What follows belongs to an exercise in optimizing a design on an open flow for small area and few clock cycles; a production flow would make more cautious choices.
The RTL was checked by simulation tests, not by an equivalence proof against the original design.

==> inputs of 11-01 <==
Design fdcw_dissect, start of the top module:
module fdcw_dissect (
    input  wire         clk,
    input  wire         rst,
    input  wire         in_valid,
    output wire         in_ready,
    input  wire [7:0]   in_data,
    input  wire         in_last,
    input  wire         in_t,
    output reg          out_valid,
    input  wire         out_ready,
    output wire [7:0]   st,
    output wire         eth_valid,
    output wire         ip4_valid,
    output wire [2:0]   xpt,
    output wire [1:0]   txt_tag,
    output wire [7:0]   pay_off,
    output wire [47:0]  eth_dst,
    output wire [47:0]  eth_src,
    output wire [15:0]  ethertype,
    output wire [3:0]   ip_version,
    output wire [5:0]   ip_hlen,
    output wire [7:0]   ip_ttl,
    output wire [7:0]   ip_proto,
    output wire [31:0]  ip_src,
    output wire [31:0]  ip_dst,
    output wire [119:0] ip_src_str,
    output wire [3:0]   ip_src_len,
    output wire [119:0] ip_dst_str,
    output wire [3:0]   ip_dst_len,
    output wire [15:0]  sport,
    output wire [15:0]  dport,
    output wire [31:0]  tcp_seq,
    output wire [31:0]  tcp_ack,
    output wire [5:0]   tcp_flags,
    output wire [15:0]  udp_size,
    output wire [7:0]   icmp_type,
    output wire [7:0]   icmp_code,
    output wire [15:0]  icmp_csum
);
export LEC_CHECK = 0
export ABC_AREA = 1
export CAP_MARGIN = 20
export CORE_MARGIN = 2
export CORE_UTILIZATION = 65
export SLEW_MARGIN = 20
create_clock -name core_clock -period 14.0 [get_ports {clk}]
standard.sh (not shown) runs the stock make flow with config.mk's settings and CLKGATE_MAP_FILE= SYNTH_SCRIPT=/design/flow/synth_recipe.tcl, a recipe that flattens the netlist after the stock synthesis.
==> flow/flow/run.sh <==
#!/bin/bash
# The standard layout (standard.sh: ORFS with the standard flow's config and synthesis),
# with three changes:
#  - ABC maps the logic for area (flow/abc_area.script replaces ORFS's
#    abc_area.script in a copy of ORFS's scripts folder); registers are
#    mapped before ABC runs, so they are the standard synthesis's;
#  - the port buffers are the smallest buffer cell;
#  - the clock tree uses small clkbuf_4 cluster buffers and no dummy loads.
set -e
rm -rf scripts_area
cp -r "$FLOW_HOME/scripts" scripts_area
cp flow/abc_area.script scripts_area/abc_area.script
export SCRIPTS_DIR="$PWD/scripts_area"
export BUFFER_PORTS_ARGS="-buffer_cell sky130_fd_sc_hd__buf_1"
export CTS_ARGS="-sink_clustering_enable -repair_clock_nets -dont_use_dummy_load -buf_list sky130_fd_sc_hd__clkbuf_4 -sink_clustering_size 7 -sink_clustering_max_diameter 40"
bash standard.sh > standard.log 2>&1
==> flow/flow/abc_area.script <==
strash
&get -n
&deepsyn -T 60
&put
dch -f
map -a
topo
stime -c
==> 08-05: changes against 11-01 <==
--- a/flow/design.v
+++ b/flow/design.v
@@ -98,22 +98,22 @@
     wire b_k8  = b_k && (in_data[5:4] == 2'b00);         
     wire b_k9  = b_k && (in_data[5:4] == 2'b01);         
     wire b_kab = b_k && in_data[5];                      
     reg  [3:0] lead;
     always @(*) begin
         casez (in_data)
-            8'b0???????: lead = 4'b00_00;
-            8'b1100000?: lead = 4'b00_11;                
-            8'b110?????: lead = 4'b01_00;                
-            8'b11100000: lead = 4'b10_01;                
-            8'b11101101: lead = 4'b10_10;                
-            8'b1110????: lead = 4'b10_00;                
-            8'b11110000: lead = 4'b11_01;                
-            8'b11110100: lead = 4'b11_10;                
-            8'b111100??: lead = 4'b11_00;                
-            default:     lead = 4'b00_11;                
+            8'b0???????: lead = 4'b0_000;
+            8'b1100000?: lead = 4'b1_000;                
+            8'b110?????: lead = 4'b0_001;                
+            8'b11100000: lead = 4'b0_100;                
+            8'b11101101: lead = 4'b0_101;                
+            8'b1110????: lead = 4'b0_010;                
+            8'b11110000: lead = 4'b0_110;                
+            8'b11110100: lead = 4'b0_111;                
+            8'b111100??: lead = 4'b0_011;                
+            default:     lead = 4'b1_000;                
         endcase
     end
     wire [3:0] c0_q, c4_q, c8_q;
     fdcw_utf8_check u0 (.clk(clk), .take(take), .clr(out_valid || rneg),
                         .restart(restart0), .lead(lead), .k(b_k), .k8(b_k8),
                         .k9(b_k9), .kab(b_kab), .q(c0_q));
@@ -187,19 +187,32 @@
     input  wire       k,         
     input  wire       k8,        
     input  wire       k9,        
     input  wire       kab,       
     output reg  [3:0] q
 );
-    wire [1:0] need = restart ? 2'd0 : q[3:2];
-    wire [1:0] sub  = restart ? 2'd0 : q[1:0];
-    wire       c_ok = k && (sub == 2'b00 ||
-                            (sub == 2'b01 && (need[0] ? (k9 || kab) : kab)) ||
-                            (sub == 2'b10 && (need[0] ? k8 : (k8 || k9))));
-    wire [3:0] ns = (need == 2'd0) ? ((sub == 2'b11) ? 4'b00_11 : lead)
-                                   : (c_ok ? {need - 2'd1, 2'b00} : 4'b00_11);
+    wire       bad = restart ? 1'b0 : q[3];
+    wire [2:0] e   = restart ? 3'd0 : q[2:0];
+    reg        c_ok;
+    reg  [2:0] ne;
+    always @(*) begin
+        case (e)
+            3'b100:  c_ok = kab;
+            3'b101:  c_ok = k8 || k9;
+            3'b110:  c_ok = k9 || kab;
+            3'b111:  c_ok = k8;
+            default: c_ok = k;
+        endcase
+        case (e)
+            3'b001:                 ne = 3'b000;
+            3'b010, 3'b100, 3'b101: ne = 3'b001;
+            default:                ne = 3'b010;     
+        endcase
+    end
+    wire [3:0] ns = (e == 3'd0) ? {bad || lead[3], lead[2:0]}
+                                : {bad || !c_ok, ne};
     always @(posedge clk) begin
         if (take)
             q <= clr ? 4'd0 : ns;
     end
 endmodule
 module fdcw_dotted (input wire [31:0] a, output wire [119:0] str, output wire [3:0] len);
==> flow/flow/run.sh (replaced) <==
#!/bin/bash
# The standard layout (standard.sh: ORFS with the standard flow's config and synthesis),
# with these changes:
#  - ABC maps the logic for area: deepsyn, then amap (flow/abc_area.script
#    replaces ORFS's abc_area.script in a copy of ORFS's scripts folder);
#    registers are mapped before ABC runs, so they are the standard
#    synthesis's;
#  - no adder extraction (ADDER_MAP_FILE empty), so ABC maps adders too;
#  - the port buffers are the smallest buffer cell;
#  - constant outputs share one tie cell per value (no repair_tie_fanout);
#  - the clock tree uses small clkbuf_4 cluster buffers and no dummy loads.
set -e
rm -rf scripts_area
cp -r "$FLOW_HOME/scripts" scripts_area
cp flow/abc_area.script scripts_area/abc_area.script
export SCRIPTS_DIR="$PWD/scripts_area"
export ADDER_MAP_FILE=
export SKIP_REPAIR_TIE_FANOUT=1
export BUFFER_PORTS_ARGS="-buffer_cell sky130_fd_sc_hd__buf_1"
export CTS_ARGS="-sink_clustering_enable -repair_clock_nets -dont_use_dummy_load -buf_list sky130_fd_sc_hd__clkbuf_4 -sink_clustering_size 7 -sink_clustering_max_diameter 40"
bash standard.sh > standard.log 2>&1
==> flow/flow/abc_area.script (replaced) <==
strash
&get -n
&deepsyn -T 60
&put
dch -f
amap -F 4 -A 8
topo
stime -c
- CORE_AREA: not set -> 2.5 2.5 227.5 137.5
- CORE_MARGIN: 2 -> not set
- CORE_UTILIZATION: 65 -> not set
- DIE_AREA: not set -> 0 0 230 140
==> comparison <==
- Between 11-01 and 08-05, the lower synthesized cell count is in 08-05 (gap about 14%, measured against 08-05).
- 08-05 finished clean. 11-01 did not get past I/O pin placement (PPL-0024).
- Against 11-01, the synthesized area of 08-05 is lower by 5.4%.
Testbench counts of 11-01, summed over its fixed seeds: cycles 190,450.
Testbench counts of 08-05, summed over its fixed seeds: cycles 190,450.

==> separate check: timing with driven ports <==
In the flow no input, the clock included, has a driving cell. The finished layout below was timed again as built, in two steps. Step 1 assumes that a clkbuf_16 drives the clock port and a buf_2 every other input. Step 2 also shifts input and output timing later by t, the mid clock arrival at the registers, as if the neighbouring blocks saw the same clock. Slacks: ideal / step 1 / step 2; pairs: ideal / step 1.
run: 08-05
t (ns): 0.722
setup slack, ns: 1.014 / 0.963 / 1.685
worst setup path at the end: register to output
latest minus earliest clock arrival (ns): 0.078 / 0.078
pins driven straight from the clock port: 1
After both steps setup and hold are still met in 08-05. For 08-05, drivers alone change the setup slack by -0.051 ns; drivers and shift together by +0.671 ns.
